What follows belongs to an exercise in optimizing a design on an open flow for small area; a production flow would make more cautious choices. Function was checked by simulation only, so behaviour that the tests miss may differ from the original. Power figures rest on the tool's default switching activity, not on a simulated workload.

==> juniper: inputs <==
## ata_pio_ctrl
module ata_pio_ctrl (
    input  wire        clk,
    input  wire        rst,
    input  wire        op_valid,
    output wire        op_ready,
    input  wire [7:0]  op_sel,
    input  wire [31:0] op_buf,
    input  wire [31:0] op_start,
    input  wire [31:0] op_count,
    input  wire [7:0]  op_arg,
    output reg         res_valid,
    output wire [2:0]  res_code,
    output wire [7:0]  res_value,
    output reg         ev_valid,
    input  wire        ev_ready,
    output reg  [3:0]  ev_kind,
    output wire [31:0] ev_addr,
    output wire [15:0] ev_wdata,
    input  wire [15:0] ev_rdata,
    output reg  [3:0]  tag,
    output reg         identified,
    output reg         int_enabled,
    output reg         selected_drive,
    output reg  [31:0] cursor_ptr,
    output wire [31:0] remaining,
    output reg  [31:0] lower_max,
    output reg  [31:0] upper_max,
    output reg  [31:0] sector_size,
    output wire        has_multiple,
    output reg         has_dma,
    output reg         has_lba48,
    output reg         has_flush_ext,
    output reg  [7:0]  max_multiple,
    output reg  [7:0]  cur_multiple,
    output wire [7:0]  max_ata,
    output wire [7:0]  udma_sup,
    output wire [7:0]  udma_sel
);
clock: 14.0 ns
lec_check: 0
cap_margin: 20
core_margin: 2
core_utilization: 40
place_density: 0.6
slew_margin: 20
standard.sh (not shown) runs the stock make flow with config.mk's settings and CLKGATE_MAP_FILE= SYNTH_SCRIPT=/design/flow/synth_recipe.tcl, a recipe that flattens the netlist after the stock synthesis.
==> flow/flow/run.sh <==
#!/bin/bash
# The standard layout (standard.sh), with these changes:
#  - every port still gets a buffer, the smallest one (buf_1);
#  - pass-through outputs get no extra synthesis buffer (SYNTH_INSBUF=0);
#  - clock tree synthesis uses clkbuf_4 and adds no dummy loads.
# Each tool's output stays in this folder (make_finish.log and ORFS's logs).
set -uo pipefail
F=$PWD/flow
bash standard.sh SYNTH_SCRIPT=$F/area_synth.tcl ADDER_MAP_FILE= \
  "BUFFER_PORTS_ARGS=-buffer_cell sky130_fd_sc_hd__buf_1" \
  "CTS_ARGS=-sink_clustering_enable -repair_clock_nets -dont_use_dummy_load -buf_list sky130_fd_sc_hd__clkbuf_4" \
  SYNTH_INSBUF=0 finish > make_finish.log 2>&1
status=$?
mkdir -p orfs_logs
cp orfs/logs/sky130hd/ata_pio_ctrl/base/*.log orfs_logs/ 2>/dev/null || true
exit $status
==> flow/flow/area.abc <==
strash
&get -n
&fraig -x
&deepsyn -T 60
&put
strash
&get -n
&dch -f
&nf -R 1000
&put
==> flow/flow/area_synth.tcl <==
# The standard flow's synthesis script with an area-oriented ABC mapping script.
proc synth {args} { yosys synth -nofsm -noshare {*}$args }
set ::area_abc_script [file join [file dirname [info script]] area.abc]
proc abc {args} {
  set i [lsearch -exact $args -script]
  if { $i >= 0 } { lset args [expr { $i + 1 }] $::area_abc_script }
  yosys abc {*}$args
}
source $::env(SCRIPTS_DIR)/synth.tcl
# left out here: clear keep_hierarchy, flatten, clean up, hide names made inside functions, write 1_2_yosys.v
==> inputs of maple, as changes to juniper <==
--- a/flow/design.v
+++ b/flow/design.v
@@ -106,17 +106,17 @@
         S_FL_D = 6'd21, S_SM_D = 6'd22, S_SM_E = 6'd23, S_TF = 6'd24,
         S_PW_X = 6'd25, S_PW_F = 6'd26, S_W4P = 6'd27, S_FN_A = 6'd28,
         S_XF_A = 6'd29, S_XF_1 = 6'd30, S_XF_2 = 6'd31,
         S_ID_A = 6'd32, S_ID_W = 6'd33,
         S_SI_A = 6'd34, S_SI_B = 6'd35,
         S_GE_A = 6'd36, S_ONE_A = 6'd37, S_WB_OP = 6'd38, S_W4_OP = 6'd39,
         S_IR_A = 6'd40, S_CC_A = 6'd41, S_CC_B = 6'd42, S_EOI = 6'd43,
         S_IN_A = 6'd44, S_IN_B = 6'd45, S_DR_A = 6'd46, S_DR_B = 6'd47,
-        S_HB = 6'd48, S_BND = 6'd49;
+        S_HB = 6'd48;
     reg [5:0]  st;
     reg [3:0]  opc;
     reg        init;          
     reg [2:0]  r;             
     reg [31:0] cnt;           
     reg [7:0]  arg;           
     reg [31:0] start_q;       
     wire [15:0] rdq = start_q[15:0];
@@ -159,24 +159,24 @@
     wire        hb_bit  = rem[~arg[3:0]];
     wire [32:0] add_a   = hb ? {cnt, 1'b0} : {1'b0, cnt};
     wire [32:0] add_b   = (hb && hb_bit) ? {1'b0, sector_size} : 33'd0;
     wire [32:0] sum     = add_a + add_b + {32'd0, ~hb};
     wire        hb_bad  = (sum > {2'b00, ~cursor_ptr[31:1]});
     wire        guard_ok  = identified && (tag == T_NONE);
     wire        count_bad = (op_count == 32'd0) ||
                             (op_count > (has_lba48 ? 32'd65535 : 32'd255));
-    wire [32:0] end_sector = {1'b0, start_q} + {17'd0, rem};
+    wire [32:0] end_sector = {1'b0, op_start} + {17'd0, op_count[15:0]};
     wire        over32     = end_sector[32] && (end_sector[31:0] != 32'd0);
     wire        over28     = (end_sector[32:29] != 4'd0) ||
                              (end_sector[28] && end_sector[27:0] != 28'd0);
     wire        over_low   = (end_sector > {1'b0, lower_max});
     wire        bounds_bad = ((upper_max != 32'd0) ? over32 : over_low) ||
                              (!has_lba48 && over28);
-    wire        rw_bad     = count_bad || (op_buf == 32'd0);
+    wire        rw_bad     = count_bad || bounds_bad || (op_buf == 32'd0);
     wire        mult_mode = has_multiple && (cur_multiple != 8'd0);
     wire        is_write  = (opc == O_WR);
     wire [7:0]  rw_opcode = is_write ? (has_lba48 ? (mult_mode ? 8'h39 : 8'h34)
                                                   : (mult_mode ? 8'hC5 : 8'h30))
                                      : (has_lba48 ? (mult_mode ? 8'h29 : 8'h24)
                                                   : (mult_mode ? 8'hC4 : 8'h20));
     wire [3:0]  rw_tag    = is_write ? (mult_mode ? T_WRITE_MULT : T_WRITE)
                                      : (mult_mode ? T_READ_MULT  : T_READ);
@@ -254,17 +254,17 @@
             end
             S_ID_W, S_DR_B: begin ev_kind = K_R16; port = 16'h01F0; end
             S_SI_A: begin ev_kind = K_W8; wd = arg[0] ? 8'h00 : 8'h02; end
             S_SI_B: begin ev_kind = arg[0] ? K_UNMASK : K_MASK; port = 16'd14; end
             S_GE_A: port = 16'h01F1;
             S_IR_A, S_IN_B: port = 16'h01F7;
             S_IN_A: port = 16'h01F6;
             S_EOI:  begin ev_kind = K_EOI; port = 16'd14; end
-            S_IDLE, S_HB, S_BND: ev_valid = 1'b0;
+            S_IDLE, S_HB: ev_valid = 1'b0;
             default: if (wb_st && cnt[0]) ev_kind = K_DLY;
         endcase
     end
     assign ev_addr  = mem ? cursor_ptr : {16'd0, port};
     assign ev_wdata = {rdq[15:8], wd};
     task go;
         input [5:0] nxt;
         begin
@@ -377,17 +377,17 @@
                         8'h02, 8'h03: begin              
                             opc <= (op_sel == 8'h03) ? O_WR : O_RD;
                             if (!guard_ok) finish(R_PROTO);
                             else if (rw_bad) finish(R_INVARG);
                             else begin
                                 cursor_ptr <= op_buf;
                                 rem        <= op_count[15:0];
                                 arg        <= 8'd0;
-                                st         <= S_BND;
+                                st         <= S_HB;
                             end
                         end
                         8'h04: begin                     
                             opc <= O_FL;
                             if (!guard_ok) finish(R_PROTO);
                             else st <= S_CR_A;
                         end
                         8'h05: begin                     
@@ -427,23 +427,16 @@
                                 finish(R_INVARG);
                             else st <= S_CR_A;
                         end
                         8'h20: begin opc <= O_IR; st <= S_IR_A; end
                         default: finish(R_INVARG);
                     endcase
                 end
             end
-            S_BND: begin
-                if (bounds_bad) begin
-                    clear_cursor;
-                    finish(R_INVARG);
-                end else
-                    st <= S_HB;
-            end
             S_HB: begin
                 if (hb_bad) begin
                     clear_cursor;
                     finish(R_INVARG);
                 end else begin
                     cnt <= sum[31:0];
                     arg <= arg + 8'd1;
                     if (arg[3:0] == 4'd15) go(S_CR_A);
==> flow/flow/run.sh (replaced) <==
#!/bin/bash
# The standard layout (standard.sh), with these changes:
#  - synthesis maps the logic with an area-oriented ABC script (area.abc)
#    and leaves adders to ABC instead of mapping them to adder cells; the
#    rest of synthesis is the standard flow's own script, so the registers are the
#    standard synthesis's;
#  - every port still gets a buffer, the smallest one (buf_1);
#  - clock tree synthesis adds no dummy loads.
# Each tool's output stays in this folder (make_finish.log and ORFS's logs).
set -uo pipefail
F=$PWD/flow
bash standard.sh SYNTH_SCRIPT=$F/area_synth.tcl ADDER_MAP_FILE= \
  "BUFFER_PORTS_ARGS=-buffer_cell sky130_fd_sc_hd__buf_1" \
  "CTS_ARGS=-sink_clustering_enable -repair_clock_nets -dont_use_dummy_load" \
  finish > make_finish.log 2>&1
status=$?
mkdir -p orfs_logs
cp orfs/logs/sky130hd/ata_pio_ctrl/base/*.log orfs_logs/ 2>/dev/null || true
exit $status
==> flow/flow/area.abc (replaced) <==
strash
&get -n
&fraig -x
&put
scorr
dc2
strash
&get -n
&dch -f
&nf -R 1000
&put
strash
&get -n
&dch -f
&nf -R 1000
&put
strash
&get -n
&dch -f
&nf -R 1000
&put
strash
&get -n
&nf -R 1000
&put
==> inputs of fjord, as changes to juniper <==
--- a/flow/design.v
+++ b/flow/design.v
@@ -106,28 +106,29 @@
         S_FL_D = 6'd21, S_SM_D = 6'd22, S_SM_E = 6'd23, S_TF = 6'd24,
         S_PW_X = 6'd25, S_PW_F = 6'd26, S_W4P = 6'd27, S_FN_A = 6'd28,
         S_XF_A = 6'd29, S_XF_1 = 6'd30, S_XF_2 = 6'd31,
         S_ID_A = 6'd32, S_ID_W = 6'd33,
         S_SI_A = 6'd34, S_SI_B = 6'd35,
         S_GE_A = 6'd36, S_ONE_A = 6'd37, S_WB_OP = 6'd38, S_W4_OP = 6'd39,
         S_IR_A = 6'd40, S_CC_A = 6'd41, S_CC_B = 6'd42, S_EOI = 6'd43,
         S_IN_A = 6'd44, S_IN_B = 6'd45, S_DR_A = 6'd46, S_DR_B = 6'd47,
-        S_HB = 6'd48, S_BND = 6'd49;
+        S_HB = 6'd48, S_BND = 6'd49, S_BND2 = 6'd50;
     reg [5:0]  st;
     reg [3:0]  opc;
     reg        init;          
     reg [2:0]  r;             
     reg [31:0] cnt;           
+    reg        ovf;           
     reg [7:0]  arg;           
     reg [31:0] start_q;       
     wire [15:0] rdq = start_q[15:0];
     reg        saved_int;
     reg [15:0] rem;
-    reg        ok;
+    wire       ok = identified;
     wire [7:0] s_mm  = cnt[15:8];
     wire [7:0] s_cm  = cnt[23:16];
     wire [3:0] s_ata = cnt[27:24];
     wire       s_dma = cnt[28];
     wire       s_u53 = cnt[29];
     wire       s_ext = cnt[30];
     reg [3:0]  ata;
     assign max_ata = {4'd0, ata};
@@ -151,29 +152,33 @@
     wire fire = ev_valid & ev_ready;
     wire [3:0] p_ata;
     wire [2:0] p_usup, p_usel;
     ata_identify_parser u_parser (
         .w80(ev_rdata), .w88(ev_rdata), .w53_2(s_u53), .ata8(ata[3]),
         .max_ata(p_ata), .udma_sup(p_usup), .udma_sel(p_usel)
     );
     wire        hb      = (st == S_HB);
-    wire        hb_bit  = rem[~arg[3:0]];
-    wire [32:0] add_a   = hb ? {cnt, 1'b0} : {1'b0, cnt};
-    wire [32:0] add_b   = (hb && hb_bit) ? {1'b0, sector_size} : 33'd0;
-    wire [32:0] sum     = add_a + add_b + {32'd0, ~hb};
-    wire        hb_bad  = (sum > {2'b00, ~cursor_ptr[31:1]});
+    wire        hb_bit  = rem[15];    
+    wire        bnd     = (st == S_BND);
+    wire [32:0] add_a   = hb ? {cnt, 1'b0} : bnd ? {1'b0, start_q} : {1'b0, cnt};
+    wire [32:0] add_b   = (hb && hb_bit) ? {1'b0, sector_size} :
+                          bnd ? {17'd0, rem} : 33'd0;
+    wire [32:0] sum     = add_a + add_b + {32'd0, ~hb & ~bnd};
+    wire        bnd2    = (st == S_BND2);
+    wire        acc_gt  = ({ovf, cnt} > {1'b0, bnd2 ? lower_max : {1'b0, ~cursor_ptr[31:1]}});
+    wire        hb_bad  = acc_gt;
     wire        guard_ok  = identified && (tag == T_NONE);
     wire        count_bad = (op_count == 32'd0) ||
                             (op_count > (has_lba48 ? 32'd65535 : 32'd255));
-    wire [32:0] end_sector = {1'b0, start_q} + {17'd0, rem};
+    wire [32:0] end_sector = {ovf, cnt};
     wire        over32     = end_sector[32] && (end_sector[31:0] != 32'd0);
     wire        over28     = (end_sector[32:29] != 4'd0) ||
                              (end_sector[28] && end_sector[27:0] != 28'd0);
-    wire        over_low   = (end_sector > {1'b0, lower_max});
+    wire        over_low   = acc_gt;
     wire        bounds_bad = ((upper_max != 32'd0) ? over32 : over_low) ||
                              (!has_lba48 && over28);
     wire        rw_bad     = count_bad || (op_buf == 32'd0);
     wire        mult_mode = has_multiple && (cur_multiple != 8'd0);
     wire        is_write  = (opc == O_WR);
     wire [7:0]  rw_opcode = is_write ? (has_lba48 ? (mult_mode ? 8'h39 : 8'h34)
                                                   : (mult_mode ? 8'hC5 : 8'h30))
                                      : (has_lba48 ? (mult_mode ? 8'h29 : 8'h24)
@@ -254,17 +259,17 @@
             end
             S_ID_W, S_DR_B: begin ev_kind = K_R16; port = 16'h01F0; end
             S_SI_A: begin ev_kind = K_W8; wd = arg[0] ? 8'h00 : 8'h02; end
             S_SI_B: begin ev_kind = arg[0] ? K_UNMASK : K_MASK; port = 16'd14; end
             S_GE_A: port = 16'h01F1;
             S_IR_A, S_IN_B: port = 16'h01F7;
             S_IN_A: port = 16'h01F6;
             S_EOI:  begin ev_kind = K_EOI; port = 16'd14; end
-            S_IDLE, S_HB, S_BND: ev_valid = 1'b0;
+            S_IDLE, S_HB, S_BND, S_BND2: ev_valid = 1'b0;
             default: if (wb_st && cnt[0]) ev_kind = K_DLY;
         endcase
     end
     assign ev_addr  = mem ? cursor_ptr : {16'd0, port};
     assign ev_wdata = {rdq[15:8], wd};
     task go;
         input [5:0] nxt;
         begin
@@ -428,30 +433,40 @@
                             else st <= S_CR_A;
                         end
                         8'h20: begin opc <= O_IR; st <= S_IR_A; end
                         default: finish(R_INVARG);
                     endcase
                 end
             end
             S_BND: begin
+                cnt <= sum[31:0];
+                ovf <= sum[32];
+                st  <= S_BND2;
+            end
+            S_BND2: begin
                 if (bounds_bad) begin
                     clear_cursor;
                     finish(R_INVARG);
-                end else
-                    st <= S_HB;
+                end else begin
+                    ovf <= 1'b0;
+                    go(S_HB);
+                end
             end
             S_HB: begin
                 if (hb_bad) begin
                     clear_cursor;
                     finish(R_INVARG);
-                end else begin
+                end else if (arg[4])
+                    go(S_CR_A);
+                else begin
                     cnt <= sum[31:0];
+                    ovf <= sum[32];
+                    rem <= {rem[14:0], rem[15]};
                     arg <= arg + 8'd1;
-                    if (arg[3:0] == 4'd15) go(S_CR_A);
                 end
             end
             S_SR_A: if (fire) begin
                 if (s_bsy) finish(R_PROTO);
                 else begin
                     saved_int   <= int_enabled;
                     int_enabled <= 1'b0;
                     tag         <= T_SOFT_RESET;
@@ -555,56 +570,58 @@
                     tag <= T_NONE;
                     clear_cursor;
                     sub_err(s_failed ? R_DEVERR : R_PROTO);
                 end else begin
                     arg <= 8'd0;
                     go(S_XF_1);
                 end
             end
-            S_XF_1: if (fire) st <= S_XF_2;
+            S_XF_1: if (fire) begin
+                cnt <= sum[31:0];
+                st  <= S_XF_2;
+            end
             S_XF_2: if (fire) begin
                 cursor_ptr <= cursor_ptr + 32'd2;
                 st <= S_XF_1;
-                if (sum[31:0] == sector_size) begin
+                if (cnt == sector_size) begin
                     cnt <= 32'd0;
                     rem <= rem - 16'd1;
                     arg <= arg + 8'd1;
                     if (!xf_is_mult || rem == 16'd1 || arg + 8'd1 == cur_multiple) begin
                         case (opc)
                             O_IR:    begin r <= R_OK; go(S_CC_A); end
                             O_XF:    finish(R_OK);
                             default: go(S_W4P);
                         endcase
                     end
-                end else
-                    cnt <= sum[31:0];
+                end
             end
             S_ID_A: if (fire) begin
                 if (s_bsy) sub_err(R_BUSY);
                 else if (!s_drq) begin
                     tag <= T_NONE;
                     clear_cursor;
                     sub_err(s_failed ? R_DEVERR : R_PROTO);
                 end else
                     go(S_ID_W);
             end
             S_ID_W: if (fire) begin
                 cnt <= sum[31:0];
                 case (cnt[7:0])
-                    8'd0:   ok    <= !ev_rdata[15];
+                    8'd0:   identified <= !ev_rdata[15];
                     8'd47:  cnt[15:8]  <= ev_rdata[7:0];
-                    8'd49:  begin ok <= ok & ev_rdata[9]; cnt[28] <= ev_rdata[8]; end
+                    8'd49:  begin identified <= ok & ev_rdata[9]; cnt[28] <= ev_rdata[8]; end
                     8'd53:  cnt[29] <= ev_rdata[2];
                     8'd59:  cnt[23:16] <= ev_rdata[8] ? ev_rdata[7:0] : 8'd0;
                     8'd60:  start_q[15:0] <= ev_rdata;
                     8'd61:  begin start_q[31:16] <= ev_rdata; cnt[30] <= (ev_rdata[15:12] != 4'd0); end
                     8'd80:  cnt[27:24] <= p_ata;
                     8'd83: begin
-                        ok <= ok & ev_rdata[13];
+                        identified <= ok & ev_rdata[13];
                         if (ok & ev_rdata[13]) begin
                             max_multiple  <= s_mm;
                             has_dma       <= s_dma;
                             cur_multiple  <= s_cm;
                             ata           <= s_ata;
                             has_lba48     <= ev_rdata[10];
                             has_flush_ext <= ev_rdata[12];
                         end
@@ -621,17 +638,16 @@
                     8'd118: if (ok) begin
                                 sector_size[31:16] <= ata[3] ? ev_rdata : 16'd0;
                                 if (ata[3] && ev_rdata == 16'd0 && sector_size[15:0] == 16'd0)
                                     sector_size[8] <= 1'b1;
                             end
                     default: ;
                 endcase
                 if (cnt[7:0] == 8'd255) begin
-                    identified <= ok;
                     case (opc)
                         O_IR: begin
                             if (ok) begin r <= R_OK; go(S_CC_A); end
                             else begin r <= R_CAPABS; go(S_EOI); end
                         end
                         default: go(S_W4P);
                     endcase
                 end
==> flow/flow/run.sh (replaced) <==
#!/bin/bash
# The standard layout (standard.sh), with these changes:
#  - pass-through outputs get no extra synthesis buffer (SYNTH_INSBUF=0);
#  - every port still gets a buffer, the smallest one (buf_1);
#  - clock tree synthesis uses clkbuf_4, clusters up to 8 sinks within
#    60 um per leaf buffer, and adds no dummy loads.
# Each tool's output stays in this folder (make_finish.log and ORFS's logs).
set -uo pipefail
F=$PWD/flow
bash standard.sh SYNTH_SCRIPT=$F/area_synth.tcl ADDER_MAP_FILE= SYNTH_INSBUF=0 \
  "BUFFER_PORTS_ARGS=-buffer_cell sky130_fd_sc_hd__buf_1" \
  "CTS_ARGS=-sink_clustering_enable -repair_clock_nets -dont_use_dummy_load -buf_list sky130_fd_sc_hd__clkbuf_4 -sink_clustering_size 8 -sink_clustering_max_diameter 60" \
  finish > make_finish.log 2>&1
status=$?
mkdir -p orfs_logs
cp orfs/logs/sky130hd/ata_pio_ctrl/base/*.log orfs_logs/ 2>/dev/null || true
exit $status
- CORE_UTILIZATION: 40 -> 60
- PLACE_DENSITY: 0.6 -> 0.75
==> comparison table <==
Root buffer cell: fjord clkbuf_4; maple clkbuf_16; juniper clkbuf_4
GR Layer Usage met3: fjord 0.285; maple 0.108; juniper 0.117
Number of setup buffers added after CTS: fjord 0; maple 0; juniper 70
Headroom to the max-slew limit: fjord 0.123; maple 0.176; juniper 0.212
Total wirelength of the detailed-routed design: fjord 89.7 mm; maple 105 mm; juniper 100 mm
Via Count: fjord 23400; maple 25400; juniper 23600
Worst slew pin tran: fjord 1.30 ns; maple 1.23 ns; juniper 1.18 ns
Clock network power: fjord 0.422 mW; maple 0.797 mW; juniper 0.575 mW
Wl on met1: fjord 28.2 mm; maple 41.9 mm; juniper 38.4 mm
Number of distinct library cell variants in the gate-level netlist after synthesis: fjord 60; maple 69; juniper 65
Post-detailed-route via-to-cell ratio: fjord 7.63; maple 6.64; juniper 6.40
Status: fjord timing/DRC/antenna clean; maple timing/DRC/antenna clean; juniper failed layout checks
Layout check failures: fjord -; maple -; juniper negative setup slack
Critical path endpoint: fjord ovf; maple cursor_ptr[18]; juniper cursor_ptr[31]
Post-route worst setup slack: fjord 1.09 ns; maple 0.694 ns; juniper -2.71 ns
Fill cell total of the finished layout: fjord 2305; maple 5111; juniper 4111
Reg clk slew, reported paths: fjord 0.11 ns; maple 0.05 ns; juniper 0.06 ns
Routed wl met3: fjord 17.0 mm; maple 12.7 mm; juniper 11.7 mm

[separate check: timing with driven ports]
Ports are ideal in the flow. The routed layouts listed here were re-timed in OpenROAD.
Step 1, drivers: a clkbuf_16 drives clk and a buf_2 each remaining input, both assumed.
Step 2 moves the port delays by t, midway between the first and last clock arrival at a register: inputs arrive t later, outputs are due t later. That takes back most of the time a late clock gives input paths.
Slacks: ideal / step 1 / step 2; pairs: ideal / step 1.
run	shift t [ns]	setup WS [ns]	worst register clock-pin slew, ns
juniper	0.885	-2.710 / -2.710 / -2.710	0.07 / 0.07
maple	0.610	0.694 / 0.739 / 0.129	0.06 / 0.06
fjord	0.745	1.091 / 1.091 / 1.091	0.12 / 0.12
For maple, which loses most, drivers alone change the setup slack by +0.045 ns; drivers and shift together by -0.565 ns.
